Context: an optimization exercise on an open-source flow, tuned for small area and few clock cycles. The choices shown serve that exercise and are no tape-out recipe.
In this exercise RTL edits were held to simulation tests only and were not proved equivalent to the original.
Power is estimated from default activity; no workload was simulated.

## design/flow/config.mk

```make
export PLATFORM = sky130hd
export DESIGN_NAME = opc2ser
export DESIGN_NICKNAME = opc2ser
export VERILOG_FILES = /design/flow/design.v
export SDC_FILE = /design/flow/constraint.sdc
export NUM_CORES = 4
export LEC_CHECK = 0
export CAP_MARGIN = 20
export CORE_MARGIN = 2
export CORE_UTILIZATION = 40
export PLACE_DENSITY = 0.6
export SLEW_MARGIN = 20
```

## design/flow/constraint.sdc

```tcl
create_clock -name core_clock -period 12.0 [get_ports {clk}]
set_input_delay 2.4000 -clock core_clock [delete_from_list [all_inputs] [get_ports {clk}]]
set_output_delay 2.4000 -clock core_clock [all_outputs]
set_load 0.01 [all_outputs]
```

## design/flow/design.v

```verilog
module opc2ser #(
    parameter RXBUF_SIZE = 128
) (
    input  wire        clk,
    input  wire        rst,
    input  wire [1:0]  cfg_protocol,
    input  wire [7:0]  cfg_channel,
    input  wire [15:0] cfg_hs_timeout_ms,
    input  wire        dg_valid,
    output wire        dg_ready,
    input  wire [7:0]  dg_data,
    input  wire        dg_last,
    input  wire        dg_keep,
    output wire        tx_valid,
    input  wire        tx_ready,
    output reg  [7:0]  tx_data,
    output wire        tx_last,
    input  wire        srx_valid,
    input  wire [7:0]  srx_data,
    input  wire        tick_ms,
    output wire [1:0]  hs_state,
    output wire [2:0]  hs_cause,
    output wire        session_abort,
    output wire        busy,
    output wire [3:0]  err_code,
    output wire        warn3,
    output reg         evt_accept,
    output reg         evt_drop,
    output wire        evt_warn,
    output reg         evt_sent
);
    localparam PMAX = RXBUF_SIZE - 4;           
    localparam P_ADA  = 2'd0;
    localparam P_AWA  = 2'd1;
    localparam P_TPM2 = 2'd2;
    localparam HS_AWAITING = 2'd0;
    localparam HS_READY    = 2'd1;
    localparam HS_FAILED   = 2'd2;
    reg [1:0] cfg_proto_r;
    reg [7:0] cfg_chan_r;
    always @(posedge clk) begin
        if (rst) begin
            cfg_proto_r <= cfg_protocol;
            cfg_chan_r  <= cfg_channel;
        end
    end
    reg [1:0]  hs;
    reg [2:0]  hs_cause_r;
    reg [1:0]  hs_cnt;
    reg        hs_bad;
    reg [15:0] acc;                    
    reg [7:0] hs_exp;
    always @(*) begin
        case (hs_cnt)
            2'd0: hs_exp = 8'h41;
            2'd1: hs_exp = 8'h64;
            2'd2: hs_exp = 8'h61;
            default: hs_exp = 8'h0A;
        endcase
    end
    wire hs_wait  = (hs == HS_AWAITING);
    wire hs_bad_n = hs_bad | (srx_data != hs_exp);
    wire hs_done  = srx_valid && (hs_cnt == 2'd3);
    wire hs_tick  = hs_wait && tick_ms && !hs_done;
    always @(posedge clk) begin
        if (rst) begin
            hs_cnt <= 2'd0;
            hs_bad <= 1'b0;
            case (cfg_protocol)
                P_ADA:   begin hs <= HS_AWAITING; hs_cause_r <= 3'd0; end
                P_AWA:   begin hs <= HS_READY;    hs_cause_r <= 3'd0; end
                P_TPM2:  begin hs <= HS_READY;    hs_cause_r <= 3'd0; end
                default: begin hs <= HS_FAILED;   hs_cause_r <= 3'd4; end
            endcase
        end else if (hs_wait) begin
            if (srx_valid) begin
                hs_cnt <= hs_cnt + 2'd1;
                hs_bad <= hs_bad_n;
            end
            if (hs_done) begin
                if (hs_bad_n) begin
                    hs         <= HS_FAILED;
                    hs_cause_r <= 3'd1;
                end else begin
                    hs <= HS_READY;
                end
            end else if (tick_ms && acc <= 16'd1) begin
                hs         <= HS_FAILED;
                hs_cause_r <= (hs_cnt == 2'd0 && !srx_valid) ? 3'd3 : 3'd2;
            end
        end
    end
    assign hs_state      = hs;
    assign hs_cause      = hs_cause_r;
    assign session_abort = (hs == HS_FAILED);
    reg          recv, send;           
    reg  [2:0]   ph;                   
    reg          chan_bad, cmd_bad, hi_nz, big;
    reg  [6:0]   len7;                 
    reg  [6:0]   need;                 
    reg  [6:0]   cm1;                  
    reg  [1:0]   m3;                   
    reg  [8*PMAX-1:0] ring;            
    reg          tt;                   
    reg  [2:0]   err_r;
    reg          warn_r;
    assign dg_ready = (hs == HS_READY) && !send;
    assign busy     = recv | send;
    assign err_code = {1'b0, err_r};
    wire rx_beat = dg_valid && dg_ready;
    wire kb      = rx_beat && dg_keep;
    wire in_hdr  = !ph[2];
    wire pay_in  = kb && !in_hdr && (need != 7'd0);
    wire hdr_full = !in_hdr || (ph == 3'd3 && kb);
    wire big_e    = in_hdr ? (hi_nz || dg_data > PMAX) : big;
    wire trunc_e  = in_hdr ? (dg_data != 8'd0)
                           : (need != 7'd0) && !(need == 7'd1 && kb);
    reg  [2:0] verdict;
    always @(*) begin
        if (!hdr_full)      verdict = 3'd1;
        else if (chan_bad)  verdict = 3'd2;
        else if (cmd_bad)   verdict = 3'd3;
        else if (big_e)     verdict = 3'd4;
        else if (trunc_e)   verdict = 3'd5;
        else                verdict = 3'd0;
    end
    wire accept = rx_beat && dg_last && (verdict == 3'd0);
    wire tpm      = (cfg_proto_r == P_TPM2);
    wire ada      = (cfg_proto_r == P_ADA);
    wire hdr_last = tpm ? (ph == 3'd3) : (ph == 3'd5);
    wire in_pay   = (ph == 3'd6);
    wire in_trl   = (ph == 3'd7);
    assign tx_valid = send;
    wire tx_beat  = send && tx_ready;
    wire fin      = (ada && ((in_pay && need == 7'd1) || (hdr_last && need == 7'd0))) ||
                    (in_trl && (tpm || tt));
    assign tx_last = fin;
    wire [6:0] u;
    wire [7:0] ub;                     
    assign ub[0] = 1'b0;
    genvar gi;
    generate
        for (gi = 0; gi < 7; gi = gi + 1) begin : g_u
            wire cb = (gi >= 2 && gi <= 6);    
            assign u[gi]    = cb ^ len7[gi] ^ ub[gi];
            assign ub[gi+1] = (!cb & (len7[gi] | ub[gi])) | (len7[gi] & ub[gi]);
        end
    endgenerate
    wire [1:0] ent  = u[3:2];
    wire [2:0] tsel = u[6:4];
    wire [1:0] al   = u[1:0];
    reg  [7:0] tap;
    always @(*) begin
        case (tsel)
            3'd0: tap = ring[8*123 +: 8];
            3'd1: tap = ring[8*107 +: 8];
            3'd2: tap = ring[8*91 +: 8];
            3'd3: tap = ring[8*75 +: 8];
            3'd4: tap = ring[8*59 +: 8];
            3'd5: tap = ring[8*43 +: 8];
            3'd6: tap = ring[8*27 +: 8];
            default: tap = ring[8*11 +: 8];
        endcase
    end
    wire       cz    = cm1[6];         
    wire [7:0] c_hi  = {8{cz}};
    wire [7:0] c_lo  = {cz, cm1};
    wire [7:0] fl1 = acc[7:0];
    wire [7:0] fl2 = acc[15:8];
    always @(*) begin
        if (tpm) begin
            case (ph)
                3'd0: tx_data = 8'hC9;
                3'd1: tx_data = 8'hDA;
                3'd2: tx_data = 8'h00;
                3'd3: tx_data = {1'b0, len7};
                3'd6: tx_data = tap;
                default: tx_data = 8'h36;
            endcase
        end else begin
            case (ph)
                3'd0: tx_data = 8'h41;
                3'd1: tx_data = ada ? 8'h64 : 8'h77;
                3'd2: tx_data = 8'h61;
                3'd3: tx_data = c_hi;
                3'd4: tx_data = c_lo;
                3'd5: tx_data = c_hi ^ c_lo ^ 8'h55;
                3'd6: tx_data = tap;
                default: tx_data = tt ? fl2 : fl1;
            endcase
        end
    end
    wire [8:0] fl1_sum = {1'b0, fl1} + {1'b0, tap};
    wire [8:0] fl1_red = (fl1_sum >= 9'd255) ? fl1_sum - 9'd255 : fl1_sum;
    wire [7:0] fl1_n   = fl1_red[7:0];
    wire [8:0] fl2_sum = {1'b0, fl2} + {1'b0, fl1_n};
    wire [8:0] fl2_red = (fl2_sum >= 9'd255) ? fl2_sum - 9'd255 : fl2_sum;
    wire [7:0] fl2_n   = fl2_red[7:0];
    wire pay_out = tx_beat && in_pay;
    wire align   = tx_beat && (ph < {1'b0, al});
    wire ring_sh = pay_in || align || pay_out;
    wire [8*PMAX-1:0] ring_n = {ring[8*PMAX-9:8*12],
                                (ent == 2'd3) ? dg_data : ring[8*11 +: 8],
                                ring[8*8 +: 24],
                                (ent == 2'd2) ? dg_data : ring[8*7 +: 8],
                                ring[8*4 +: 24],
                                (ent == 2'd1) ? dg_data : ring[8*3 +: 8],
                                ring[8*0 +: 24],
                                dg_data};
    always @(posedge clk) begin
        if (ring_sh)
            ring <= ring_n;
    end
    always @(posedge clk) begin
        if (rst)
            acc <= cfg_hs_timeout_ms;
        else if (hs_tick)
            acc <= acc - 16'd1;
        else if (accept)
            acc <= 16'd0;
        else if (pay_out)
            acc <= {fl2_n, fl1_n};
    end
    wire lw = (m3 != 2'd0);
    assign evt_warn = evt_accept && lw;
    assign warn3    = evt_accept ? lw : warn_r;
    always @(posedge clk) begin
        if (rst) begin
            recv       <= 1'b0;
            send       <= 1'b0;
            ph         <= 3'd0;
            err_r      <= 3'd0;
            warn_r     <= 1'b0;
            evt_accept <= 1'b0;
            evt_drop   <= 1'b0;
            evt_sent   <= 1'b0;
        end else begin
            warn_r     <= warn3;
            evt_accept <= 1'b0;
            evt_drop   <= 1'b0;
            evt_sent   <= 1'b0;
            if (kb && in_hdr) begin
                ph <= ph + 3'd1;
                case (ph[1:0])
                    2'd0: chan_bad <= (dg_data != 8'd0) && (dg_data != cfg_chan_r);
                    2'd1: cmd_bad  <= (dg_data != 8'd0);
                    2'd2: hi_nz    <= (dg_data != 8'd0);
                    default: begin
                        big  <= big_e;
                        len7 <= dg_data[6:0];
                        need <= dg_data[6:0];
                        cm1  <= 7'h7F;
                        m3   <= 2'd0;
                    end
                endcase
            end
            if (pay_in) begin
                need <= need - 7'd1;
                if (m3 == 2'd2) begin
                    m3  <= 2'd0;
                    cm1 <= cm1 + 7'd1;
                end else begin
                    m3  <= m3 + 2'd1;
                end
            end
            if (rx_beat) begin
                recv <= 1'b1;
                if (dg_last) begin
                    recv  <= 1'b0;
                    ph    <= 3'd0;
                    err_r <= verdict;
                    if (verdict == 3'd0) begin
                        evt_accept <= 1'b1;
                        send       <= 1'b1;
                        need       <= in_hdr ? 7'd0 : len7;
                        tt         <= 1'b0;
                    end else begin
                        evt_drop <= 1'b1;
                    end
                end
            end
            if (tx_beat) begin
                if (fin) begin
                    send     <= 1'b0;
                    evt_sent <= 1'b1;
                    ph       <= 3'd0;
                end else if (in_pay) begin
                    if (need == 7'd1)
                        ph <= 3'd7;
                end else if (in_trl) begin
                    tt <= 1'b1;
                end else if (hdr_last) begin
                    ph <= (need != 7'd0) ? 3'd6 : 3'd7;
                end else begin
                    ph <= ph + 3'd1;
                end
                if (in_pay)
                    need <= need - 7'd1;
            end
        end
    end
endmodule
```

## design/flow/run.sh

```bash
#!/bin/bash
# synth_recipe.tcl (not shown) runs the flow's synth.tcl, then flattens the netlist and writes it again
# the make line also repeats each setting of config.mk as NAME=value (left out here)
make -C /OpenROAD-flow-scripts/flow DESIGN_CONFIG=/design/flow/config.mk WORK_HOME=/design/flow/orfs CLKGATE_MAP_FILE= SYNTH_SCRIPT=/design/flow/synth_recipe.tcl finish
```

==> results.json, run 1 <==
{
  "synth_seq_cells": 1066,
  "grt_pass1_vias": 15600,
  "drc_errors": 0,
  "met1_length_um": 29600,
  "synth.net_count": 1907,
  "multiInputGateArea_sq_um": 4610,
  "pwr_density_cell_nw_per_um2": 184,
  "synth-compound-area-share": 0.0421,
  "fp.dieArea_sq_um": 94200,
  "outcome": "timing/DRC/antenna clean",
  "portBuffers": 75,
  "fin_crit_sh": 0.684,
  "ctsResizeCount": 0,
  "vias_per_cell": 5.01,
  "synth_top_family_by_area": "compound AO/OA/AOI/OAI gates",
  "grt_overflow_total": 0,
  "worstHoldStart": "ring[159]",
  "drive_gt1_frac": 0.105,
  "min_period_ns": 8.21,
  "cp_slowest_cell": "ha_1",
  "critical_path_arrival_ns": 8.61,
  "rr_startpoint": "len7[0]",
  "crit_required_ns": 12.40,
  "grt_start_max_net_pins": 213,
  "synthTopCellsByArea": "edfxtp_1 86%, ha_1 1.5%, mux2_2 1.0%",
  "synthFlopType": "edfxtp_1",
  "drt-initial-drc-count": 1551,
  "start_util": 0.402,
  "yosysSeqAreaShare": 0.868,
  "first_pass_iters": 5,
  "drt_wl_total_um": 61400,
  "clk_path_buf_depth": 3,
  "vias": 16200,
  "area_growth_pct": 15.0,
  "cts_root_buf": "clkbuf_16",
  "path_clk_slew_ns": 0.06,
  "critPathCaptureType": "flop",
  "startpoint": "len7[0]",
  "die_h_um": 307,
  "dp_hpwl_um": 36400,
  "utilization": 0.462,
  "final_nets": 2064,
  "finalSetupViolations": 0,
  "crit_type": "flop to flop",
  "dr_wl_met2_um": 26900,
  "cts_tree": "built",
  "crit_path_start_kind": "flop",
  "slew_violations": 0,
  "synth.most_common_cell": "edfxtp_1",
  "synth-xor-area-share": 0.0119,
  "synth-simple-area-share": 0.0393,
  "crit_top_cell": "ha_1",
  "worstMarginPinSlew_ns": 1.06,
  "cpPeakStageDelay_ns": 0.98,
  "drv_cap": 0,
  "ys_types": 80,
  "path_max_fanout": 28,
  "fmax_mhz": 122,
  "critical-path-top-delay-family": "adder cells",
  "htree_levels": 3,
  "io_pins": 77,
  "ant_nets": 0,
  "insertion_delay_ns": 0.67,
  "num_antenna_cells": 0,
  "finalHoldViolations": 0,
  "top_layer_used": "met4",
  "yosysTopAreaCell": "edfxtp_1",
  "synthAdderAreaFrac": 0.0164,
  "grtUsageTotal": 0.128,
  "rsz0062_at_grt": "false",
  "synthArstFlopShare": 0,
  "wl_per_cell_um": 19.0,
  "critPathBufInv": 4,
  "postCtsHoldBufs": 0,
  "gp_congestion": 0.854,
  "ff_latch_area_sq_um": 31900,
  "num_rows": 111,
  "peakVddDrop_mv": 0.111,
  "relSlewSlack": 0.294,
  "cts_sinks": 1066,
  "syn_inst": 1810,
  "leakagePower_nw": 11.7,
  "yosysWarnings": 1,
  "cts_buffers": 103,
  "dieWidth_um": 307,
  "nFillCells": 7590,
  "synth_edf_count": 1051,
  "grt_pass1_wl_um": 92600,
  "synth_top_area_frac": 0.859,
  "cts_setup_buffers": 0,
  "syn-mean-instance-area_sq_um": 20.3,
  "antenna_found_initial": 1,
  "synthMuxAreaShare": 0.0149,
  "met3_length_um": 3000,
  "ys_top_cells_by_count": "1051 x edfxtp_1, 90 x nor2_1, 76 x a21oi_1, 57 x nand2_1, 45 x ha_1",
  "finClkSkew_ns": 0.0311,
  "syn-cell-area_sq_um": 36700,
  "core-area_sq_um": 91400,
  "final.setup.tns_ns": 0,
  "hold_path_class": "flop to flop"
}
sequential cells by signal, summed over array words and instances (netlist names), 3 cells and up:
| signal | flops |
|---|---|
| ring | 992 |
| hs_cause_r | 3 |
| need | 7 |
| cfg_chan_r | 8 |
| err_r | 3 |
| len7 | 7 |
| ph | 3 |
| cm1 | 7 |
| acc | 16 |
metal layers:
metal	vias to the layer above	global-route usage
met4	0	0.0497
li1	7479	-
met5	-	0
met2	373	0.188
met3	123	0.0249
met1	8249	0.189
stage by stage:
| stage | hold WS, ns | instance area [sq um] | instances | power (mW) | setup slack [ns] |
|---|---|---|---|---|---|
| after floorplan | 0.400 | 36800 | 1810 | 4.59 | -6.91 |
| after global placement | 0.400 | 39000 | 3047 | 4.78 | 4.12 |
| after detailed placement | 0.405 | 39000 | 3047 | 4.77 | 3.84 |
| after CTS | 0.396 | 42200 | 3236 | 7.87 | 3.80 |
| after global routing | 0.406 | 42200 | 3237 | 8.07 | 3.27 |
| final | 0.406 | 42200 | 3237 | 7.76 | 3.79 |
cell families (layout without fill, tap and decap cells):
group	after synthesis	in the layout
flops	1066	1066
simple gates	291	291
compound gates	237	237
buf+inv	72	313
xor+xnor	48	48
mux	48	48
fa+ha+maj	47	47
other cells	1	1
power breakdown:
group | leakage (nW) | switching, mW | internal, mW
registers | 7.88 | 0.0531 | 4.06
clock network | 1.56 | 1.34 | 1.73
logic | 2.25 | 0.342 | 0.235
area by class of cell:
cell class	count	area share
Timing Repair Buffer	86	0.0214
Inverter	38	0.00338
Sequential cell	1066	0.755
Clock buffer	127	0.0637
Tap cell	1186	0.0351
Multi-Input combinational cell	672	0.109
Clock inverter	62	0.0125
layout by cell type, fill, tap and decap left out, drive strengths merged, types with 7 or more instances in the layout:
cell              n
edfxtp         1051
inv              44
nor2             92
nor2b            10
o21ai            47
clkinv           45
mux2i            12
a22oi            10
nand2            58
nand3            26
clkdlybuf4s50    74
a211oi           11
dfxtp            15
and3             14
xor2             20
a21oi            77
a221oi           11
nor3             29
and2             15
mux2             34
a31oi            13
clkbuf          127
nand2b            7
ha               45
xnor2            28
o22ai             9
nor4              8
buf              12
path summary, 6_finish.rpt:
check	endpoint	cells after the start	slack, ns
max	acc[14]	30	3.79
min	ring[167]	0	0.41
max reg2reg	acc[14]	30	3.79
min reg2reg	ring[167]	0	0.41
Testbench counts, summed over its fixed seeds: cycles 102,288.
==> run 2: changes to the inputs <==
--- a/design/flow/config.mk
+++ b/design/flow/config.mk
@@ -7,6 +7,7 @@
 export LEC_CHECK = 0
 export CAP_MARGIN = 20
 export CORE_MARGIN = 2
-export CORE_UTILIZATION = 40
-export PLACE_DENSITY = 0.6
+export CORE_UTILIZATION = 55
+export CTS_BUF_LIST = sky130_fd_sc_hd__clkbuf_4
+export PLACE_DENSITY = 0.7
 export SLEW_MARGIN = 20
==> run 2 against run 1 <==
  * Critical endpoint unchanged
  * Worst setup slack gained 0.0091 ns
  * Sequential power barely moved
  * Final cell count shrank 1.5%
  * Still clean
==> results.json, run 2 <==
{
  "rsz0062_at_grt": "false",
  "path_clk_slew_ns": 0.07,
  "num_rows": 94,
  "grt_start_max_net_pins": 222,
  "syn-mean-instance-area_sq_um": 20.3,
  "largest_reg_flops": 992,
  "antenna_found_initial": 4,
  "r2r_end": "acc[14]",
  "drv_cap": 0,
  "synth.most_common_cell": "edfxtp_1",
  "dp_hpwl_um": 35700,
  "cts_root_buf": "clkbuf_4",
  "cts_tree": "built",
  "wl_per_cell_um": 19.4,
  "vias_per_cell": 5.44,
  "worstMarginPinSlew_ns": 1.06,
  "synth_seq_cells": 1066,
  "grt_pass1_wl_um": 93200,
  "rr_worst_depth": 30,
  "synthTopCellsByArea": "edfxtp_1 86%, ha_1 1.5%, mux2_2 1.0%",
  "top_register": "ring",
  "peakVddDrop_mv": 0.102,
  "ys_types": 80,
  "synthMuxAreaShare": 0.0149,
  "startpoint": "len7[1]",
  "placed_cells": 2726,
  "clk_path_buf_depth": 4,
  "relSlewSlack": 0.292,
  "finalHoldViolations": 0,
  "cts_sinks": 1066,
  "largestRegisters": "ring x992, acc x16, cfg_chan_r x8",
  "fmax_mhz": 122,
  "vias": 17300,
  "cp_slowest_cell": "ha_1",
  "critical_path_arrival_ns": 8.95,
  "synth-simple-area-share": 0.0393,
  "drt-initial-drc-count": 1611,
  "drive_gt1_frac": 0.205,
  "post-place-ws_ns": 3.97,
  "ys_top_cells_by_count": "1051 x edfxtp_1, 90 x nor2_1, 76 x a21oi_1, 57 x nand2_1, 45 x ha_1",
  "gp_congestion": 0.880,
  "layout_common_cells": "1051 x edfxtp_1, 384 x clkbuf_4, 90 x nor2_1, 76 x a21oi_1, 74 x clkdlybuf4s50_1",
  "synthFlopType": "edfxtp_1",
  "rr_startpoint": "len7[1]",
  "instances_no_fill": 3189,
  "grt_overflow_total": 0,
  "cts_buffers": 275,
  "critPathCaptureType": "flop",
  "synth_top_area_frac": 0.859,
  "drt_wl_total_um": 61800,
  "utilization": 0.636,
  "leakagePower_nw": 12.1,
  "insertion_delay_ns": 1.08,
  "grtUsageTotal": 0.178,
  "cts_setup_buffers": 0,
  "crit_end": "acc[14]",
  "ant_nets": 0,
  "finClkSkew_ns": 0.0802,
  "core-area_sq_um": 66000,
  "outcome": "timing/DRC/antenna clean",
  "final_nets": 2237,
  "reg2reg_slack_ns": 3.80,
  "syn_inst": 1810,
  "die_h_um": 262,
  "fin_ws_ns": 3.80,
  "dieWidth_um": 262,
  "crit_top_cell": "ha_1",
  "finalSetupViolations": 0,
  "path_max_fanout": 28,
  "syn-cell-area_sq_um": 36700,
  "yosysSeqAreaShare": 0.868,
  "worstHoldStart": "ring[102]",
  "first_pass_iters": 8,
  "synth_top_family_by_area": "compound AO/OA/AOI/OAI gates",
  "area_growth_pct": 14.2,
  "final.setup.tns_ns": 0,
  "min_period_ns": 8.20,
  "crit_required_ns": 12.75,
  "slew_violations": 0,
  "grt_pass1_vias": 17200,
  "path_depth": 30,
  "fin_crit_sh": 0.683,
  "drc_errors": 0,
  "synth-xor-area-share": 0.0119,
  "pwr_density_cell_nw_per_um2": 182,
  "fp.dieArea_sq_um": 68900,
  "hold_path_class": "flop to flop",
  "yosysWarnings": 1,
  "start_util": 0.557,
  "htree_levels": 5,
  "yosysTopAreaCell": "edfxtp_1",
  "synthArstFlopShare": 0,
  "crit_path_start_kind": "flop",
  "synth.net_count": 1907,
  "synthAdderAreaFrac": 0.0164,
  "final_common_cell": "edfxtp_1",
  "critPathBufInv": 4,
  "io_pins": 77,
  "postCtsHoldBufs": 0,
  "total_power_mw": 7.63,
  "synth_edf_count": 1051,
  "cpPeakStageDelay_ns": 0.96,
  "crit_type": "flop to flop",
  "synth-compound-area-share": 0.0421,
  "critical-path-top-delay-family": "adder cells",
  "portBuffers": 75,
  "ctsResizeCount": 0
}
## run 2: per-layer routing
layer  GRT usage  vias up  routed length [um]
met5           0        -                   0
met4      0.0887        0                1840
met3      0.0452      150                3910
met2       0.255      623               27400
met1       0.258     8588               28700
li1            -     7977                   -
## run 2: how the worst min path moves through the flow
stage                      endpoint  depth (start not counted)
after global placement    ring[254]                          0
after detailed placement  ring[104]                          0
after global routing      ring[110]                          0
after floorplan           ring[104]                          0
final                     ring[110]                          0
after CTS                 ring[110]                          0
## run 2: final cells by class
type / instances / area [sq um]
sequential: 1066 / 31900
fill: 4465 / 24000
multi-input combinational: 672 / 4610
clock buffer: 384 / 2880
tap: 864 / 1080
timing repair buffer: 87 / 905
clock inverter: 71 / 439
inverter: 38 / 143
antenna: 7 / 17.5
## run 2: worst reg2reg max path, delay by kind of cell, from the launching register on
family / cells / cell delay [ns]
fa+ha+maj: 9 / 2.99
compound gates: 10 / 2.42
xor+xnor: 2 / 0.51
simple gates: 5 / 1.31
buf+inv: 4 / 0.24
flops: 1 / 0.43
## run 2: kinds of logic after synthesis
| kind of cell | after synthesis |
|---|---|
| adders and majority gates | 47 |
| buffers and inverters | 72 |
| xor gates and xnor gates | 48 |
| muxes | 48 |
| and+or+nand+nor | 291 |
| other | 1 |
| DFF | 1066 |
| AOI/OAI and AO/OA | 237 |
## run 2: power breakdown
| group | internal [mW] | switching [mW] |
|---|---|---|
| Clock | 1.60 | 1.34 |
| Combinational | 0.236 | 0.340 |
| Sequential | 4.06 | 0.0502 |
| Total | 5.90 | 1.73 |
## run 2: through the flow
| stage | area (sq um) | hold slack, ns |
|---|---|---|
| after floorplan | 36800 | 0.400 |
| after global placement | 38600 | 0.400 |
| after detailed placement | 38600 | 0.405 |
| after CTS | 41900 | 0.353 |
| after global routing | 41900 | 0.348 |
| final | 41900 | 0.366 |
==> run 3: changes to the inputs <==
--- a/design/flow/design.v
+++ b/design/flow/design.v
@@ -95,11 +95,9 @@
     assign session_abort = (hs == HS_FAILED);
     reg          recv, send;           
     reg  [2:0]   ph;                   
-    reg          chan_bad, cmd_bad, hi_nz, big;
+    reg          chan_bad, cmd_bad, big;
     reg  [6:0]   len7;                 
     reg  [6:0]   need;                 
-    reg  [6:0]   cm1;                  
-    reg  [1:0]   m3;                   
     reg  [8*PMAX-1:0] ring;            
     reg          tt;                   
     reg  [2:0]   err_r;
@@ -112,7 +110,7 @@
     wire in_hdr  = !ph[2];
     wire pay_in  = kb && !in_hdr && (need != 7'd0);
     wire hdr_full = !in_hdr || (ph == 3'd3 && kb);
-    wire big_e    = in_hdr ? (hi_nz || dg_data > PMAX) : big;
+    wire big_e    = big || (in_hdr && dg_data > PMAX);
     wire trunc_e  = in_hdr ? (dg_data != 8'd0)
                            : (need != 7'd0) && !(need == 7'd1 && kb);
     reg  [2:0] verdict;
@@ -162,9 +160,28 @@
             default: tap = ring[8*11 +: 8];
         endcase
     end
-    wire       cz    = cm1[6];         
+    wire [15:0] dr;                    
+    wire [6:0]  lq;
+    assign dr[15:14] = 2'd0;
+    generate
+        for (gi = 6; gi >= 0; gi = gi - 1) begin : g_div3
+            wire [2:0] t = {dr[2*gi+3 -: 2], len7[gi]};
+            assign lq[gi] = (t >= 3'd3);
+            assign dr[2*gi+1 -: 2] = lq[gi] ? t[1:0] - 2'd3 : t[1:0];
+        end
+    endgenerate
+    wire [6:0] qb;                     
+    wire [6:0] qm1;
+    assign qb[0] = 1'b1;
+    generate
+        for (gi = 0; gi < 6; gi = gi + 1) begin : g_qm1
+            assign qm1[gi]  = lq[gi] ^ qb[gi];
+            assign qb[gi+1] = qb[gi] & !lq[gi];
+        end
+    endgenerate
+    wire       cz    = qb[6];          
     wire [7:0] c_hi  = {8{cz}};
-    wire [7:0] c_lo  = {cz, cm1};
+    wire [7:0] c_lo  = {cz, cz, qm1[5:0]};
     wire [7:0] fl1 = acc[7:0];
     wire [7:0] fl2 = acc[15:8];
     always @(*) begin
@@ -190,12 +207,24 @@
             endcase
         end
     end
-    wire [8:0] fl1_sum = {1'b0, fl1} + {1'b0, tap};
-    wire [8:0] fl1_red = (fl1_sum >= 9'd255) ? fl1_sum - 9'd255 : fl1_sum;
-    wire [7:0] fl1_n   = fl1_red[7:0];
-    wire [8:0] fl2_sum = {1'b0, fl2} + {1'b0, fl1_n};
-    wire [8:0] fl2_red = (fl2_sum >= 9'd255) ? fl2_sum - 9'd255 : fl2_sum;
-    wire [7:0] fl2_n   = fl2_red[7:0];
+    wire [8:0] c1, c2, i1, i2;
+    wire [7:0] s1, s2, fl1_n, fl2_n;
+    assign c1[0] = 1'b0;
+    assign c2[0] = 1'b0;
+    generate
+        for (gi = 0; gi < 8; gi = gi + 1) begin : g_fl
+            assign s1[gi]    = fl1[gi] ^ tap[gi] ^ c1[gi];
+            assign c1[gi+1]  = (fl1[gi] & tap[gi]) | (c1[gi] & (fl1[gi] ^ tap[gi]));
+            assign fl1_n[gi] = s1[gi] ^ i1[gi];
+            assign i1[gi+1]  = s1[gi] & i1[gi];
+            assign s2[gi]    = fl2[gi] ^ fl1_n[gi] ^ c2[gi];
+            assign c2[gi+1]  = (fl2[gi] & fl1_n[gi]) | (c2[gi] & (fl2[gi] ^ fl1_n[gi]));
+            assign fl2_n[gi] = s2[gi] ^ i2[gi];
+            assign i2[gi+1]  = s2[gi] & i2[gi];
+        end
+    endgenerate
+    assign i1[0] = c1[8] | (&s1);
+    assign i2[0] = c2[8] | (&s2);
     wire pay_out = tx_beat && in_pay;
     wire align   = tx_beat && (ph < {1'b0, al});
     wire ring_sh = pay_in || align || pay_out;
@@ -221,7 +250,7 @@
         else if (pay_out)
             acc <= {fl2_n, fl1_n};
     end
-    wire lw = (m3 != 2'd0);
+    wire lw = (dr[1:0] != 2'd0);
     assign evt_warn = evt_accept && lw;
     assign warn3    = evt_accept ? lw : warn_r;
     always @(posedge clk) begin
@@ -244,25 +273,16 @@
                 case (ph[1:0])
                     2'd0: chan_bad <= (dg_data != 8'd0) && (dg_data != cfg_chan_r);
                     2'd1: cmd_bad  <= (dg_data != 8'd0);
-                    2'd2: hi_nz    <= (dg_data != 8'd0);
+                    2'd2: big      <= (dg_data != 8'd0);
                     default: begin
                         big  <= big_e;
                         len7 <= dg_data[6:0];
                         need <= dg_data[6:0];
-                        cm1  <= 7'h7F;
-                        m3   <= 2'd0;
                     end
                 endcase
             end
-            if (pay_in) begin
+            if (pay_in)
                 need <= need - 7'd1;
-                if (m3 == 2'd2) begin
-                    m3  <= 2'd0;
-                    cm1 <= cm1 + 7'd1;
-                end else begin
-                    m3  <= m3 + 2'd1;
-                end
-            end
             if (rx_beat) begin
                 recv <= 1'b1;
                 if (dg_last) begin
--- a/design/flow/config.mk
+++ b/design/flow/config.mk
@@ -8,6 +8,7 @@
 export CAP_MARGIN = 20
 export CORE_MARGIN = 2
 export CORE_UTILIZATION = 55
-export CTS_BUF_LIST = sky130_fd_sc_hd__clkbuf_4
+export CTS_CLUSTER_DIAMETER = 55
+export CTS_CLUSTER_SIZE = 36
 export PLACE_DENSITY = 0.7
 export SLEW_MARGIN = 20
==> run 3 against run 2 <==
  * Critical endpoint unchanged
  * Synthesized cell count down 4.9%
  * Largest cell class unchanged
  * Via count shrank 13%
  * Non-clock buffer count unchanged
  * Critical path type unchanged
==> results.json, run 3 <==
{
  "syn_inst": 1722,
  "cts_tree": "built",
  "yosysSeqAreaShare": 0.872,
  "synth_top_family_by_area": "compound AO/OA/AOI/OAI gates",
  "critical-path-top-delay-family": "adder cells",
  "grt_overflow_total": 0,
  "synth-xor-area-share": 0.00819,
  "rr_startpoint": "len7[1]",
  "dp_hpwl_um": 33600,
  "synth-compound-area-share": 0.0351,
  "gp_congestion": 0.869,
  "die_h_um": 261,
  "synth_seq_cells": 1056,
  "grtUsageTotal": 0.166,
  "grt_pass1_vias": 14500,
  "hold_depth": 0,
  "synthFlopType": "edfxtp_1",
  "vias": 15100,
  "vias_per_cell": 5.48,
  "ys_types": 74,
  "synth.most_common_cell": "edfxtp_1",
  "cts_buffers": 67,
  "dieWidth_um": 261,
  "peakVddDrop_mv": 0.114,
  "drt_wl_total_um": 56500,
  "antenna_found_initial": 6,
  "layout_common_cells": "1041 x edfxtp_1, 74 x clkdlybuf4s50_1, 71 x clkbuf_16, 66 x a21oi_1, 62 x nand2_1",
  "rr_worst_depth": 46,
  "cpPeakStageDelay_ns": 0.53,
  "htree_levels": 3,
  "pwr_density_cell_nw_per_um2": 169,
  "final.setup.tns_ns": 0,
  "area_growth_pct": 12.1,
  "finClkSkew_ns": 0.0742,
  "synth.net_count": 1835,
  "total_power_mw": 6.86,
  "ant_nets": 0,
  "fin_area_sq_um": 40600,
  "critPathBufInv": 4,
  "largestRegisters": "ring x992, acc x16, cfg_chan_r x8",
  "start_util": 0.552,
  "grt_pass1_wl_um": 83700,
  "path_max_fanout": 16,
  "num_rows": 94,
  "fp.dieArea_sq_um": 67900,
  "worstHoldStart": "ring[618]",
  "synthArstFlopShare": 0,
  "synthTopCellsByArea": "edfxtp_1 86%, ha_1 1.7%, mux2_2 1.0%",
  "path_clk_slew_ns": 0.10,
  "drc_errors": 0,
  "yosysTopAreaCell": "edfxtp_1",
  "min_period_ns": 10.97,
  "cts_sinks": 1056,
  "largest_reg_flops": 992,
  "ctsResizeCount": 0,
  "holdWs_ns": 0.384,
  "r2r_end": "acc[14]",
  "synth-simple-area-share": 0.0326,
  "relSlewSlack": 0.242,
  "synth_edf_count": 1041,
  "cp_slowest_cell": "edfxtp_1",
  "final_nets": 1953,
  "drt-initial-drc-count": 1537,
  "utilization": 0.619,
  "first_pass_iters": 5,
  "rsz0062_at_grt": "false",
  "hold_path_class": "flop to flop",
  "top_register": "ring",
  "ys_top_cells_by_count": "1041 x edfxtp_1, 66 x a21oi_1, 63 x nand2_1, 58 x nor2_1, 49 x ha_1",
  "cts_root_buf": "clkbuf_16",
  "placed_area_sq_um": 38000,
  "drv_cap": 0,
  "finalSetupViolations": 0,
  "insertion_delay_ns": 0.65,
  "crit_type": "flop to flop",
  "syn-mean-instance-area_sq_um": 21.0,
  "crit_path_start_kind": "flop",
  "synth_top_area_frac": 0.864,
  "final_common_cell": "edfxtp_1",
  "fin_crit_sh": 0.914,
  "finalHoldViolations": 0,
  "reg2reg_slack_ns": 1.03,
  "core-area_sq_um": 65500,
  "clk_path_buf_depth": 3,
  "fmax_mhz": 91.2,
  "grt_start_max_net_pins": 221,
  "worstMarginPinSlew_ns": 1.14,
  "syn-cell-area_sq_um": 36200,
  "synthMuxAreaShare": 0.0185,
  "io_pins": 77,
  "portBuffers": 75,
  "yosysWarnings": 1,
  "crit_top_cell": "ha_1",
  "leakagePower_nw": 11.2,
  "synthAdderAreaFrac": 0.0247,
  "num_antenna_cells": 0,
  "cts_setup_buffers": 0,
  "postCtsHoldBufs": 0,
  "outcome": "timing/DRC/antenna clean",
  "slew_violations": 0,
  "drive_gt1_frac": 0.0999,
  "critPathCaptureType": "flop",
  "hold_end": "ring[626]",
  "wl_per_cell_um": 20.5,
  "crit_required_ns": 12.31,
  "critical_path_arrival_ns": 11.28
}
-- run 3: cell types whose count changed after synthesis, sizes merged, moves of 7 or more --
cell / change
fa: +12
edfxtp: -10
nor3: -8
xnor2: -11
nor2: -34
o22ai: -8
and3: -7
inv: +7
a21oi: -9
o21ai: -10
nand3: -11
-- run 3: per-layer routing --
layer  vias to the layer above  track usage  wire (um)
met5                         -            0          7
met4                         2       0.0617       1880
met3                       113       0.0307       3060
met2                       374        0.239      24500
met1                      7623        0.256      27000
li1                       6981            -          -
-- run 3: where the power goes --
group	switching, mW	internal [mW]	leakage (nW)
registers	0.0316	4.01	7.77
logic	0.144	0.129	2.23
clock network	1.33	1.21	1.21
-- run 3: cell type report --
| cell class | instances | area [sq um] |
|---|---|---|
| Timing Repair Buffer | 87 | 910 |
| Sequential cell | 1056 | 31600 |
| Multi-Input combinational cell | 583 | 4350 |
| Fill cell | 4359 | 24900 |
| Inverter | 45 | 169 |
| Clock buffer | 71 | 1780 |
| Clock inverter | 50 | 727 |
| Tap cell | 864 | 1080 |
-- run 3: worst max-delay path by stage --
stage,endpoint,depth (start not counted),from,slack [ns]
final,acc[14],46,len7[1],1.03
after global routing,acc[14],46,len7[1],0.41
after CTS,acc[14],46,len7[1],1.05
after detailed placement,acc[14],46,len7[1],1.08
after global placement,acc[15],47,len7[1],1.30
after floorplan,ring[0],2,tx_ready,-5.79
-- run 3: worst reg2reg max path, delay by kind of cell (launching register included) --
kind | cells | cell delay (ns)
adders and majority gates | 29 | 7.55
muxes | 2 | 0.42
buffers and inverters | 4 | 0.42
AOI/OAI and AO/OA | 6 | 0.91
DFF | 1 | 0.53
and+or+nand+nor | 4 | 0.37
xor gates and xnor gates | 1 | 0.45
-- run 3: kinds of logic after synthesis --
| kind of cell | Yosys count |
|---|---|
| mux | 54 |
| compound gates | 193 |
| simple gates | 239 |
| other cells | 1 |
| xor+xnor | 33 |
| buf+inv | 83 |
| flops | 1056 |
| fa+ha+maj | 63 |
-- run 3: metrics by stage --
| stage | cells | worst slack, ns |
|---|---|---|
| after floorplan | 1722 | -5.79 |
| after global routing | 2756 | 0.413 |
| after global placement | 2634 | 1.30 |
| after detailed placement | 2634 | 1.08 |
| final | 2756 | 1.03 |
| after CTS | 2755 | 1.05 |
Testbench counts of run 3, summed over its fixed seeds: cycles 102,288.
==> run 4: changes to the inputs <==
--- a/design/flow/config.mk
+++ b/design/flow/config.mk
@@ -8,7 +8,7 @@
 export CAP_MARGIN = 20
 export CORE_MARGIN = 2
 export CORE_UTILIZATION = 55
-export CTS_CLUSTER_DIAMETER = 55
-export CTS_CLUSTER_SIZE = 36
+export CTS_CLUSTER_DIAMETER = 80
+export CTS_CLUSTER_SIZE = 30
 export PLACE_DENSITY = 0.7
 export SLEW_MARGIN = 20
==> run 4 against run 3 <==
  * Clock power shrank 28%
  * Wire length shrank 2.3%
  * Worst setup slack gained 0.018 ns
  * Count of clock-buffer cells in the layout shrank 23
  * Clock skew shrank 0.054 ns
  * Maximum frequency grew 0.17%
  * Die area is the same
  * Sequential power is essentially flat
  * Synthesized cell count is the same
  * Largest cell class unchanged
==> results.json, run 4 <==
{
  "outcome": "timing/DRC/antenna clean",
  "pwr_density_cell_nw_per_um2": 155,
  "drc_errors": 0,
  "first_pass_iters": 5,
  "gp_congestion": 0.869,
  "total_power_mw": 6.14,
  "syn_inst": 1722,
  "synth_edf_count": 1041,
  "fp.dieArea_sq_um": 67900,
  "path_max_fanout": 16,
  "synthArstFlopShare": 0,
  "grt_pass1_wl_um": 81700,
  "synth_top_area_frac": 0.864,
  "htree_levels": 2,
  "ys_types": 74,
  "fmax_mhz": 91.3,
  "start_util": 0.552,
  "drv_cap": 0,
  "syn-mean-instance-area_sq_um": 21.0,
  "fin_crit_sh": 0.913,
  "cp_slowest_cell": "edfxtp_1",
  "worstMarginPinSlew_ns": 1.13,
  "yosysSeqAreaShare": 0.872,
  "finClkSkew_ns": 0.0205,
  "wl_per_cell_um": 20.5,
  "grtUsageTotal": 0.160,
  "cts_root_buf": "clkbuf_16",
  "crit_type": "flop to flop",
  "synth.net_count": 1835,
  "grt_overflow_total": 0,
  "dieWidth_um": 261,
  "rsz0062_at_grt": "false",
  "path_clk_slew_ns": 0.10,
  "slew_violations": 0,
  "cts_tree": "built",
  "clk_path_buf_depth": 3,
  "synth_seq_cells": 1056,
  "largest_reg_flops": 992,
  "insertion_delay_ns": 0.61,
  "cpPeakStageDelay_ns": 0.53,
  "synthFlopType": "edfxtp_1",
  "antenna_found_initial": 5,
  "crit_path_start_kind": "flop",
  "die_h_um": 261,
  "drt-initial-drc-count": 1478,
  "cts_sinks": 1056,
  "final_common_cell": "edfxtp_1",
  "cts_setup_buffers": 0,
  "peakVddDrop_mv": 0.121,
  "nFillCells": 4458,
  "critPathCaptureType": "flop",
  "drt_wl_total_um": 55200,
  "grt_start_max_net_pins": 221,
  "finalSetupViolations": 0,
  "postCtsHoldBufs": 0,
  "dp_hpwl_um": 33600,
  "ys_top_cells_by_count": "1041 x edfxtp_1, 66 x a21oi_1, 63 x nand2_1, 58 x nor2_1, 49 x ha_1",
  "ant_nets": 0,
  "final_nets": 1931,
  "portBuffers": 75,
  "relSlewSlack": 0.247,
  "synth.most_common_cell": "edfxtp_1",
  "core-area_sq_um": 65500,
  "syn-cell-area_sq_um": 36200,
  "vias": 14900,
  "crit_top_cell": "ha_1",
  "layout_common_cells": "1041 x edfxtp_1, 74 x clkdlybuf4s50_1, 66 x a21oi_1, 62 x nand2_1, 58 x nor2_1",
  "crit_required_ns": 12.33,
  "io_pins": 77,
  "min_period_ns": 10.95,
  "leakagePower_nw": 10.7,
  "grt_pass1_vias": 14100,
  "ff_latch_area_sq_um": 31600,
  "vias_per_cell": 5.52,
  "yosysTopAreaCell": "edfxtp_1",
  "critical_path_arrival_ns": 11.28,
  "num_antenna_cells": 0,
  "hold_path_class": "flop to flop",
  "cts_buffers": 45,
  "top_register": "ring",
  "finalHoldViolations": 0,
  "num_rows": 94,
  "yosysWarnings": 1,
  "area_growth_pct": 9.05,
  "final.setup.tns_ns": 0,
  "multiInputGateArea_sq_um": 4350,
  "ctsResizeCount": 0,
  "synthTopCellsByArea": "edfxtp_1 86%, ha_1 1.7%, mux2_2 1.0%",
  "largestRegisters": "ring x992, acc x16, cfg_chan_r x8",
  "drive_gt1_frac": 0.0715
}
[run 4: cell counts after synthesis]
Identical to the previous run, type by type.
[run 4: layout make-up]
cell class,count,area share
clock buffers,48,0.0294
inverters,45,0.00428
well taps,864,0.0274
repair buffers,87,0.0230
flip-flops and latches,1056,0.800
multi-input cells,583,0.110
clock inverters,13,0.00605
[run 4: cell families (layout without fill, tap and decap cells)]
kind of cell / count (synthesis) / count (layout) / share of synthesized area
other: 1 / 1 / 0.000104
multiplexers: 54 / 54 / 0.0185
flip-flops: 1056 / 1056 / 0.872
adder cells (fa/ha/maj): 63 / 63 / 0.0247
XOR/XNOR: 33 / 33 / 0.00819
AO/OA/AOI/OAI: 193 / 193 / 0.0351
buffers and inverters: 83 / 193 / 0.00885
AND/OR/NAND/NOR: 239 / 239 / 0.0326
[run 4: path summary, 6_finish.rpt]
kind / startpoint / end / slack, ns / depth (start not counted)
min: ring[631] / ring[639] / 0.41 / 0
min reg2reg: ring[631] / ring[639] / 0.41 / 0
max: len7[1] / acc[15] / 1.05 / 47
max reg2reg: len7[1] / acc[15] / 1.05 / 47
[run 4: power breakdown]
part,internal (mW),switching (mW),total (mW)
Combinational,0.129,0.145,0.274
Clock,0.772,1.04,1.82
Sequential,4.01,0.0317,4.04
[run 4: through the flow]
step            util  cells  instance area (sq um)  worst slack (ns)  hold slack, ns
2_1_floorplan      -   1722                  36200             -5.79           0.400
3_3_place_gp   0.581   2634                  38000              1.30           0.400
3_5_place_dp   0.581   2634                  38000              1.08           0.405
4_1_cts        0.602   2695                  39400              1.09           0.411
5_1_grt        0.602   2696                  39500             0.461           0.428
6_report       0.602   2696                  39500              1.05           0.413
[run 4: worst max-delay path, delay by kind of cell, from the launching register on]
kind                     cells  cell delay (ns)
flip-flops                   1             0.53
adder cells (fa/ha/maj)     29             7.49
XOR/XNOR                     2             0.50
multiplexers                 2             0.42
AO/OA/AOI/OAI                6             0.91
AND/OR/NAND/NOR              4             0.37
buffers and inverters        4             0.42
[run 4: metal layers]
| layer | GRT usage | vias up | routed length (um) |
|---|---|---|---|
| met5 | 0 | - | 7 |
| met4 | 0.0463 | 2 | 1500 |
| met3 | 0.0262 | 79 | 2750 |
| met2 | 0.234 | 338 | 24100 |
| met1 | 0.253 | 7561 | 26900 |
| li1 | - | 6900 | - |
==> run 5: changes to the inputs <==
==> design/flow/flow/run.sh (new file) <==
#!/bin/bash
# The standard layout (standard.sh) with two changes made through ORFS's own
# variables: ports are buffered with buf_1 instead of the buffer buffer_ports
# picks by default, and clock tree synthesis uses larger sink clusters and
# inserts no dummy loads. Each tool's output is kept in orfs/logs/; the make
# output of each run goes to a log file here.
set -euo pipefail
export BUFFER_PORTS_ARGS="-buffer_cell sky130_fd_sc_hd__buf_1"
export CTS_ARGS="-sink_clustering_enable -repair_clock_nets -sink_clustering_size 30 -sink_clustering_max_diameter 80 -dont_use_dummy_load"
bash standard.sh synth > make_synth.log 2>&1
bash standard.sh finish > make_finish.log 2>&1
==> design/flow/standard.sh (new file) <==
#!/bin/bash
# synth_recipe.tcl (not shown) runs the flow's synth.tcl, then flattens the netlist and writes it again
# the make line also repeats each setting of config.mk as NAME=value (left out here)
make -C /OpenROAD-flow-scripts/flow DESIGN_CONFIG=/design/flow/config.mk WORK_HOME=/design/flow/orfs CLKGATE_MAP_FILE= SYNTH_SCRIPT=/design/flow/synth_recipe.tcl "${@:-finish}"
--- a/design/flow/config.mk
+++ b/design/flow/config.mk
@@ -8,7 +8,5 @@
 export CAP_MARGIN = 20
 export CORE_MARGIN = 2
 export CORE_UTILIZATION = 55
-export CTS_CLUSTER_DIAMETER = 80
-export CTS_CLUSTER_SIZE = 30
 export PLACE_DENSITY = 0.7
 export SLEW_MARGIN = 20
removed: design/flow/run.sh
==> run 5 against run 4 <==
  * Still clean on timing, DRC and antenna
  * Largest cell class unchanged
  * Combinational power decreased by 7.3%
  * Hold slack worse by 0.052 ns
  * Final cell count decreased by 0.48%
  * Via count grew 0.26%
  * Die area stayed put
  * Sequential share of layout area increased by 1.6 points
  * Largest power group unchanged
==> results.json, run 5 <==
{
  "gp_congestion": 0.874,
  "peakVddDrop_mv": 0.124,
  "htree_levels": 2,
  "cts_root_buf": "clkbuf_16",
  "start_util": 0.552,
  "final_nets": 1934,
  "drive_gt1_frac": 0.0654,
  "rsz0062_at_grt": "false",
  "final_common_cell": "edfxtp_1",
  "die_h_um": 261,
  "syn_inst": 1722,
  "vias": 14900,
  "drc_errors": 0,
  "relSlewSlack": 0.337,
  "hold_path_class": "flop to flop",
  "post-place-ws_ns": 0.872,
  "num_rows": 94,
  "grt_pass1_vias": 14100,
  "largest_reg_flops": 992,
  "finalHoldViolations": 0,
  "synth_seq_cells": 1056,
  "critPathCaptureType": "flop",
  "io_pins": 77,
  "fin_crit_sh": 0.930,
  "drv_cap": 0,
  "yosysTopAreaCell": "edfxtp_1",
  "wl_per_cell_um": 20.3,
  "cpPeakStageDelay_ns": 0.68,
  "cp_slowest_cell": "xor2_4",
  "hold_depth": 0,
  "clk_path_buf_depth": 3,
  "grt_start_max_net_pins": 220,
  "yosysWarnings": 1,
  "crit_top_cell": "ha_1",
  "antenna_found_initial": 7,
  "syn-mean-instance-area_sq_um": 21.0,
  "worstHoldStart": "ring[36]",
  "critical_path_arrival_ns": 11.46,
  "fin_ws_ns": 0.839,
  "yosysSeqAreaShare": 0.872,
  "synthFlopType": "edfxtp_1",
  "grtUsageTotal": 0.160,
  "crit_required_ns": 12.30,
  "finClkSkew_ns": 0.0674,
  "synthArstFlopShare": 0,
  "finalSetupViolations": 0,
  "dp_hpwl_um": 33800,
  "pwr_density_cell_nw_per_um2": 153,
  "cts_tree": "built",
  "layout_common_cells": "1041 x edfxtp_1, 74 x buf_1, 66 x a21oi_1, 62 x nand2_1, 58 x nor2_1",
  "synthTopCellsByArea": "edfxtp_1 86%, ha_1 1.7%, mux2_2 1.0%",
  "cts_buffers": 44,
  "synth.most_common_cell": "edfxtp_1",
  "reg2reg_slack_ns": 0.84,
  "slew_violations": 0,
  "total_power_mw": 5.92,
  "rr_worst_depth": 46,
  "fmax_mhz": 89.6,
  "core-area_sq_um": 65500,
  "r2r_end": "acc[14]",
  "cts_setup_buffers": 0,
  "crit_path_start_kind": "flop",
  "num_antenna_cells": 0,
  "min_period_ns": 11.16,
  "path_max_fanout": 27,
  "synth_top_area_frac": 0.864,
  "insertion_delay_ns": 0.60,
  "dieWidth_um": 261,
  "first_pass_iters": 5,
  "grt_pass1_wl_um": 82400,
  "worstMarginPinSlew_ns": 0.994,
  "hold_end": "ring[44]",
  "ant_nets": 0,
  "grt_overflow_total": 0,
  "area_growth_pct": 6.98,
  "postCtsHoldBufs": 0,
  "ys_types": 74,
  "drt_wl_total_um": 54400,
  "portBuffers": 75,
  "synth_edf_count": 1041,
  "rr_startpoint": "len7[1]",
  "drt-initial-drc-count": 1432,
  "largestRegisters": "ring x992, acc x16, cfg_chan_r x8",
  "synth.net_count": 1835,
  "top_register": "ring",
  "crit_type": "flop to flop",
  "path_clk_slew_ns": 0.10,
  "ctsResizeCount": 0,
  "leakagePower_nw": 10.4,
  "ys_top_cells_by_count": "1041 x edfxtp_1, 66 x a21oi_1, 63 x nand2_1, 58 x nor2_1, 49 x ha_1",
  "syn-cell-area_sq_um": 36200,
  "cts_sinks": 1056,
  "outcome": "timing/DRC/antenna clean",
  "vias_per_cell": 5.56,
  "fp.dieArea_sq_um": 67900
}
==> run 5: area by class of cell <==
type                    count  area, sq um
clock buffers              44         1100
well taps                 864         1080
repair buffers             91          455
inverters                  45          169
flip-flops and latches   1056        31600
fillers                  4593        26800
multi-input cells         583         4350
==> run 5: metal layers <==
| metal | GRT usage | routed length, um |
|---|---|---|
| met4 | 0.0508 | 1500 |
| met5 | 0 | 0 |
| met1 | 0.260 | 26800 |
| met2 | 0.228 | 23800 |
| met3 | 0.0220 | 2310 |
==> run 5: power breakdown <==
part           total, mW  switching, mW  internal [mW]
combinational      0.254          0.142          0.112
clock               1.62          0.959          0.660
sequential          4.05         0.0326           4.01
total               5.92           1.13           4.79
==> run 5: through the flow <==
stage           util  hold slack (ns)  area (sq um)  setup TNS, ns  std cells
3_3_place_gp   0.574            0.400         37600              0       2638
3_5_place_dp   0.574            0.405         37600              0       2638
4_1_cts        0.590            0.355         38700              0       2682
2_1_floorplan      -            0.400         36200       -5747.63       1722
6_report       0.591            0.361         38700              0       2683
5_1_grt        0.591            0.335         38700              0       2683
==> run 5: worst max path at each step <==
| stage | startpoint | endpoint | cells after the start |
|---|---|---|---|
| detailed placement | len7[1] | acc[14] | 46 |
| CTS | len7[1] | acc[14] | 46 |
| floorplan | tx_ready | ring[0] | 2 |
| global placement | len7[1] | acc[15] | 47 |
| global route | len7[1] | acc[14] | 46 |
| finish | len7[1] | acc[14] | 46 |
==> run 5: cell families (layout without fill, tap and decap cells) <==
group	Yosys count	count (layout)	synth area share
mux	54	54	0.0185
fa+ha+maj	63	63	0.0247
simple gates	239	239	0.0326
other cells	1	1	0.000104
flops	1056	1056	0.872
buf+inv	83	180	0.00885
xor+xnor	33	33	0.00819
compound gates	193	193	0.0351
==> run 5: worst max-delay path, delay by kind of cell, from the launching register on <==
family | cells | cell delay (ns)
flops | 1 | 0.51
compound gates | 6 | 0.92
buf+inv | 4 | 0.42
xor+xnor | 1 | 0.68
fa+ha+maj | 29 | 7.58
mux | 2 | 0.43
simple gates | 4 | 0.36
==> run 6: changes to the inputs <==
==> design/flow/flow/run.sh (replaced) <==
#!/bin/bash
# The standard layout (standard.sh) with these changes, all made through
# ORFS's own variables:
#  - synthesis maps logic with an area-oriented ABC script (flow/abc_map.script
#    in place of ORFS's abc_speed.script); the Yosys steps, and so the
#    registers, are those of the standard synthesis;
#  - ports are buffered with buf_1;
#  - clock tree synthesis uses larger sink clusters and no dummy loads.
# make's output goes to make_synth.log and make_finish.log here; each tool's
# own log is in orfs/logs/.
set -euo pipefail
here=$(pwd)
rm -rf "$here/scripts_area"
cp -r "$FLOW_HOME/scripts" "$here/scripts_area"
cp "$here/flow/abc_map.script" "$here/scripts_area/abc_speed.script"
sed "s#CLKGATE_MAP_FILE= #CLKGATE_MAP_FILE= SCRIPTS_DIR=$here/scripts_area #" standard.sh > synth_area.sh
export BUFFER_PORTS_ARGS="-buffer_cell sky130_fd_sc_hd__buf_1"
export CTS_ARGS="-sink_clustering_enable -repair_clock_nets -sink_clustering_size 30 -sink_clustering_max_diameter 80 -dont_use_dummy_load"
bash synth_area.sh synth > make_synth.log 2>&1
bash standard.sh finish > make_finish.log 2>&1
==> design/flow/flow/abc_map.script (new file) <==
&get -n
&st
&dch
&nf -R 1000
&put
==> run 6 against run 5 <==
  * Still clean on timing, DRC and antenna
  * Hold slack improved by 0.0048 ns
  * Highest routed layer unchanged
  * Count of clock-buffer cells in the layout did not move
  * Synthesized cell count fell by 3.7%
==> results.json, run 6 <==
{
  "outcome": "timing/DRC/antenna clean",
  "yosysSeqAreaShare": 0.887,
  "drt-initial-drc-count": 1582,
  "hold_path_class": "flop to flop",
  "antenna_found_initial": 3,
  "area_growth_pct": 7.52,
  "drc_errors": 0,
  "syn-mean-instance-area_sq_um": 21.4,
  "io_pins": 77,
  "die_h_um": 258,
  "fin_crit_sh": 0.954,
  "synth.most_common_cell": "edfxtp_1",
  "grt_start_max_net_pins": 226,
  "drv_cap": 0,
  "top_register": "ring",
  "crit_path_start_kind": "flop",
  "grt_pass1_wl_um": 84400,
  "num_antenna_cells": 0,
  "gp_congestion": 0.936,
  "critical-path-top-delay-family": "adder cells",
  "multiInputGateArea_sq_um": 3860,
  "nFillCells": 4515,
  "rsz0062_at_grt": "false",
  "relSlewSlack": 0.236,
  "post-place-ws_ns": 0.577,
  "leakagePower_nw": 10.1,
  "min_period_ns": 11.45,
  "peakVddDrop_mv": 0.120,
  "grtUsageTotal": 0.170,
  "insertion_delay_ns": 0.61,
  "largestRegisters": "ring x992, acc x16, cfg_chan_r x8",
  "fin_ws_ns": 0.554,
  "syn_inst": 1659,
  "critPathBufInv": 4,
  "crit_top_cell": "ha_1",
  "path_clk_slew_ns": 0.11,
  "synth_seq_cells": 1056,
  "ys_types": 52,
  "synthFlopType": "edfxtp_1",
  "finalHoldViolations": 0,
  "finalSetupViolations": 0,
  "busiest_layer": "met1",
  "ff_latch_area_sq_um": 31600,
  "dieWidth_um": 258,
  "final_common_cell": "edfxtp_1",
  "use_met2": 0.244,
  "cts_setup_buffers": 0,
  "grt_overflow_total": 0,
  "synth_edf_count": 1041,
  "dp_hpwl_um": 36200,
  "slew_violations": 0,
  "ant_nets": 0,
  "yosysTopAreaCell": "edfxtp_1",
  "holdWs_ns": 0.366,
  "critPathCaptureType": "flop",
  "drive_gt1_frac": 0.0351,
  "final_nets": 1908,
  "synth.net_count": 1772,
  "ys_top_cells_by_count": "1041 x edfxtp_1, 91 x nor2_1, 62 x nand2_1, 49 x ha_1, 48 x o21ai_0",
  "wl_per_cell_um": 21.8,
  "fmax_mhz": 87.4,
  "synthArstFlopShare": 0,
  "cts_root_buf": "clkbuf_16",
  "cts_buffers": 44,
  "grt_use_met3": 0.0301,
  "portBuffers": 75,
  "synth_top_area_frac": 0.879,
  "grt_pass1_vias": 13700,
  "finClkSkew_ns": 0.0743,
  "vias_per_cell": 5.61,
  "final.setup.tns_ns": 0,
  "yosysWarnings": 1,
  "utilization": 0.595,
  "clk_path_buf_depth": 3,
  "first_pass_iters": 7,
  "syn-cell-area_sq_um": 35600,
  "vias": 14900,
  "cts_sinks": 1056,
  "crit_required_ns": 12.34,
  "num_rows": 93,
  "instances_no_fill": 2648,
  "fp.dieArea_sq_um": 66700,
  "cts_tree": "built",
  "layout_common_cells": "1041 x edfxtp_1, 90 x nor2_1, 74 x buf_1, 61 x nand2_1, 49 x ha_1",
  "worstMarginPinSlew_ns": 1.15,
  "core-area_sq_um": 64200,
  "placed_cells": 2602,
  "crit_type": "flop to flop",
  "start_util": 0.554,
  "pwr_density_cell_nw_per_um2": 155,
  "cp_slowest_cell": "edfxtp_1",
  "postCtsHoldBufs": 0,
  "cpPeakStageDelay_ns": 0.46,
  "largest_reg_flops": 992,
  "critical_path_arrival_ns": 11.78,
  "drt_wl_total_um": 57800,
  "met1_usage": 0.274,
  "synthTopCellsByArea": "edfxtp_1 88%, ha_1 1.7%, nor2_1 0.96%",
  "path_max_fanout": 16,
  "htree_levels": 2
}
-- run 6: cell types whose count changed after synthesis, moves of 12 or more --
cell	change
inv_1	-45
clkinv_1	+42
a31oi_1	+13
mux2_1	+25
a22oi_1	-14
clkbuf_1	-31
nor2_1	+33
o21ai_0	+12
mux2_2	-33
a21oi_1	-21
-- run 6: metal layers --
metal / wire [um] / share of wire / vias to the layer above
met2: 25000 / 0.43 / 342
met5: 0 / 0 / -
met1: 28400 / 0.49 / 7668
met3: 3140 / 0.054 / 70
met4: 1250 / 0.022 / 0
li1: - / - / 6781
-- run 6: where the power goes --
group	switching [mW]	internal, mW	leakage, nW
clock	0.970	0.661	0.542
combinational	0.145	0.105	1.74
sequential	0.0357	4.01	7.77
-- run 6: what timing repair did --
item,CTS,global route
setup endpoints to repair,0,2
resized for setup,0,1
hold endpoints to repair,0,0
-- run 6: cells by family after synthesis --
| family | Yosys count | synth area share |
|---|---|---|
| other | 1 | 0.000105 |
| XOR/XNOR | 25 | 0.00616 |
| multiplexers | 28 | 0.00876 |
| flip-flops | 1056 | 0.887 |
| adder cells (fa/ha/maj) | 63 | 0.0251 |
| AO/OA/AOI/OAI | 203 | 0.0371 |
| buffers and inverters | 43 | 0.00464 |
| AND/OR/NAND/NOR | 240 | 0.0307 |
-- run 6: stage by stage --
stage	total power, mW	cell area [sq um]
final	5.93	38200
after global routing	6.15	38200
after CTS	6.00	38200
after detailed placement	4.38	37100
after global placement	4.38	37100
after floorplan	4.29	35600
-- run 6: layout make-up --
cell class | instances | share of cell area
flip-flops and latches | 1056 | 0.825
multi-input cells | 560 | 0.101
clock buffers | 44 | 0.0288
well taps | 855 | 0.0280
repair buffers | 91 | 0.0129
inverters | 42 | 0.00412
-- run 6: worst paths after layout --
path,startpoint,endpoint,slack (ns),cells after the start
max,len7[1],acc[15],0.55,47
min,ring[482],ring[490],0.37,0
max reg2reg,len7[1],acc[15],0.55,47
min reg2reg,ring[482],ring[490],0.37,0
==> run 7: changes to the inputs <==
--- a/design/flow/design.v
+++ b/design/flow/design.v
@@ -213,8 +213,8 @@
     assign c2[0] = 1'b0;
     generate
         for (gi = 0; gi < 8; gi = gi + 1) begin : g_fl
-            assign s1[gi]    = fl1[gi] ^ tap[gi] ^ c1[gi];
-            assign c1[gi+1]  = (fl1[gi] & tap[gi]) | (c1[gi] & (fl1[gi] ^ tap[gi]));
+            assign s1[gi]    = fl1[gi] ^ dg_data[gi] ^ c1[gi];
+            assign c1[gi+1]  = (fl1[gi] & dg_data[gi]) | (c1[gi] & (fl1[gi] ^ dg_data[gi]));
             assign fl1_n[gi] = s1[gi] ^ i1[gi];
             assign i1[gi+1]  = s1[gi] & i1[gi];
             assign s2[gi]    = fl2[gi] ^ fl1_n[gi] ^ c2[gi];
@@ -245,9 +245,9 @@
             acc <= cfg_hs_timeout_ms;
         else if (hs_tick)
             acc <= acc - 16'd1;
-        else if (accept)
+        else if (kb && ph == 3'd3)
             acc <= 16'd0;
-        else if (pay_out)
+        else if (pay_in)
             acc <= {fl2_n, fl1_n};
     end
     wire lw = (dr[1:0] != 2'd0);
==> run 7 against run 6 <==
  * Largest cell class unchanged
  * Hold slack lost 0.027 ns
  * Utilization is essentially flat
  * Critical path type is now input pin to flop
  * Total power grew 2.4%
  * Still clean on timing, DRC and antenna
  * Non-clock buffer count shrank 1
  * Highest routed layer unchanged
  * Die area is essentially flat
  * Critical endpoint unchanged
==> results.json, run 7 <==
{
  "outcome": "timing/DRC/antenna clean",
  "first_pass_iters": 7,
  "io_pins": 77,
  "ys_top_cells_by_count": "1041 x edfxtp_1, 87 x nor2_1, 86 x nand2_1, 62 x o21ai_0, 48 x ha_1",
  "final_nets": 1927,
  "cp_slowest_cell": "fa_1",
  "slew_violations": 0,
  "synthTopCellsByArea": "edfxtp_1 88%, ha_1 1.7%, nor2_1 0.92%",
  "postCtsHoldBufs": 0,
  "worstMarginPinSlew_ns": 1.04,
  "core-area_sq_um": 64200,
  "insertion_delay_ns": 0.62,
  "syn-cell-area_sq_um": 35600,
  "fp.dieArea_sq_um": 66700,
  "path_clk_slew_ns": 0.09,
  "wl_per_cell_um": 20.7,
  "yosysWarnings": 1,
  "grt_start_max_net_pins": 196,
  "internal-power_mw": 4.85,
  "area_growth_pct": 7.55,
  "largestRegisters": "ring x992, acc x16, cfg_chan_r x8",
  "hold_path_class": "flop to flop",
  "final.setup.tns_ns": 0,
  "rsz0062_at_grt": "false",
  "ctsResizeCount": 0,
  "dr_wl_met2_um": 25100,
  "relSlewSlack": 0.307,
  "yosysTopAreaCell": "edfxtp_1",
  "critPathCaptureType": "flop",
  "drc_errors": 0,
  "net-switching-power_mw": 1.22,
  "drive_gt1_frac": 0.0359,
  "finalHoldViolations": 0,
  "instances_no_fill": 2668,
  "drv_cap": 0,
  "crit_type": "input pin to flop",
  "start_util": 0.554,
  "peakVddDrop_mv": 0.126,
  "grt_overflow_total": 0,
  "drt-initial-drc-count": 1603,
  "synthFlopType": "edfxtp_1",
  "yosysSeqAreaShare": 0.887,
  "die_h_um": 258,
  "cts_buffers": 46,
  "finalSetupViolations": 0,
  "grt_pass1_vias": 14100,
  "cpPeakStageDelay_ns": 0.45,
  "combPwrFrac": 0.055,
  "met1_length_um": 26300,
  "synth_edf_count": 1041,
  "grtUsageTotal": 0.162,
  "syn-mean-instance-area_sq_um": 21.2,
  "fmax_mhz": 97.4,
  "crit_path_start_kind": "input pin",
  "cts_sinks": 1056,
  "antenna_found_initial": 2,
  "vias": 14800,
  "cts_root_buf": "clkbuf_16",
  "path_max_fanout": 9,
  "portBuffers": 75,
  "clk_path_buf_depth": 3,
  "htree_levels": 2,
  "min_period_ns": 10.27,
  "ant_nets": 0,
  "num_rows": 93,
  "final_common_cell": "edfxtp_1",
  "crit_required_ns": 12.28,
  "synth.most_common_cell": "edfxtp_1",
  "largest_reg_flops": 992,
  "layout_common_cells": "1041 x edfxtp_1, 87 x nor2_1, 85 x nand2_1, 74 x buf_1, 62 x o21ai_0",
  "synth_top_area_frac": 0.879,
  "total_power_mw": 6.07,
  "grt_pass1_wl_um": 82600,
  "num_antenna_cells": 0,
  "syn_inst": 1678,
  "top_layer_used": "met4",
  "leakagePower_nw": 10.1,
  "top_register": "ring",
  "gp_congestion": 0.835,
  "swShare": 0.200,
  "crit_top_cell": "fa_1",
  "pwr-share-seq": 0.670,
  "placed_cells": 2622,
  "finClkSkew_ns": 0.0942,
  "clkPwrFrac": 0.276,
  "drt_wl_total_um": 55200,
  "synth_seq_cells": 1056,
  "dp_hpwl_um": 32000,
  "fin_crit_sh": 0.856,
  "cts_tree": "built",
  "synth.net_count": 1790,
  "vias_per_cell": 5.53,
  "ys_types": 54,
  "critical_path_arrival_ns": 10.56,
  "dieWidth_um": 258,
  "pwr_density_cell_nw_per_um2": 159,
  "synthArstFlopShare": 0,
  "cts_setup_buffers": 0,
  "met3_length_um": 2360
}
## run 7: cell count changes in the layout (fill, tap and decap cells not counted), moves of 7 or more
cell | previous run | this run
o21ai_0 | 48 | 62
nand2_1 | 61 | 85
a21oi_1 | 45 | 37
mux2_1 | 25 | 14
xnor2_1 | 10 | 20
a22oi_1 | 2 | 13
a211oi_1 | 11 | 4
o22ai_1 | 10 | 3
## run 7: final timing paths
| check | start | endpoint | slack [ns] | depth (start not counted) |
|---|---|---|---|---|
| worst max register to register | acc[0] | acc[15] | 3.59 | 35 |
| worst min register to register | ring[413] | ring[421] | 0.34 | 0 |
| worst max-delay path | dg_data[0] | acc[15] | 1.73 | 36 |
| worst min-delay path | ring[413] | ring[421] | 0.34 | 0 |
## run 7: critical path, delay by kind of cell
kind | cells | cell delay [ns]
xor gates and xnor gates | 1 | 0.14
adders and majority gates | 24 | 6.52
and+or+nand+nor | 2 | 0.21
AOI/OAI and AO/OA | 5 | 0.63
buffers and inverters | 4 | 0.63
## run 7: logic make-up after synthesis
logic type,count (synthesis),share of synthesized area
buffers and inverters,46,0.00496
muxes,19,0.00584
and+or+nand+nor,263,0.0331
AOI/OAI and AO/OA,195,0.0354
xor gates and xnor gates,36,0.00886
adders and majority gates,62,0.0248
DFF,1056,0.887
other,1,0.000105
## run 7: area by class of cell
type / instances / area [sq um]
inverter: 45 / 169
timing repair buffer: 90 / 445
multi-input combinational: 576 / 3870
fill: 4536 / 26000
tap: 855 / 1070
clock buffer: 46 / 1150
sequential: 1056 / 31600
## run 7: metal layers
metal / GRT usage / up-vias
met4: 0.0501 / 0
li1: - / 6813
met3: 0.0232 / 76
met5: 0 / -
met1: 0.249 / 7531
met2: 0.246 / 335
## run 7: stage by stage
step | hold slack [ns] | util | instance area [sq um] | setup WS, ns
3_5_place_dp | 0.405 | 0.578 | 37100 | 1.15
4_1_cts | 0.332 | 0.596 | 38300 | 1.76
3_3_place_gp | 0.401 | 0.578 | 37100 | 1.32
6_report | 0.339 | 0.596 | 38300 | 1.73
5_1_grt | 0.345 | 0.596 | 38300 | 1.25
2_1_floorplan | 0.400 | - | 35600 | 1.44
## run 7: power by group through the flow
stage / clock network [mW] / registers (mW) / logic [mW]
after floorplan: 0 / 4.13 / 0.234
after global placement: 0 / 4.15 / 0.331
after detailed placement: 0 / 4.15 / 0.335
after CTS: 1.74 / 4.06 / 0.338
after global routing: 1.85 / 4.07 / 0.384
final: 1.67 / 4.06 / 0.331
Testbench counts of run 7, summed over its fixed seeds: cycles 102,288.

-- port drivers added, routing unchanged --
Ports are ideal in the flow. The routed layouts listed here were re-timed in OpenROAD.
Step 1: set_driving_cell puts a clkbuf_16 on clk and a buf_2 on each other input, an assumption about the parent block.
Step 2 also shifts input and output timing later by t, the mid clock arrival at the registers, as if the neighbouring blocks saw the same clock.
a / b / c = no drivers / after step 1 / after step 2; a / b = the first two.
| run | t (ns) | setup slack, ns |
|---|---|---|
| run 1 | 0.714 | 3.793 / 3.793 / 3.793 |
| run 2 | 1.103 | 3.802 / 3.802 / 3.802 |
| run 3 | 0.678 | 1.031 / 1.031 / 1.031 |
| run 4 | 0.655 | 1.049 / 1.049 / 1.049 |
| run 5 | 0.622 | 0.839 / 0.839 / 0.839 |
| run 6 | 0.637 | 0.554 / 0.554 / 0.554 |
| run 7 | 0.639 | 1.729 / 1.768 / 1.129 |
After both steps setup and hold are still met in every run listed.
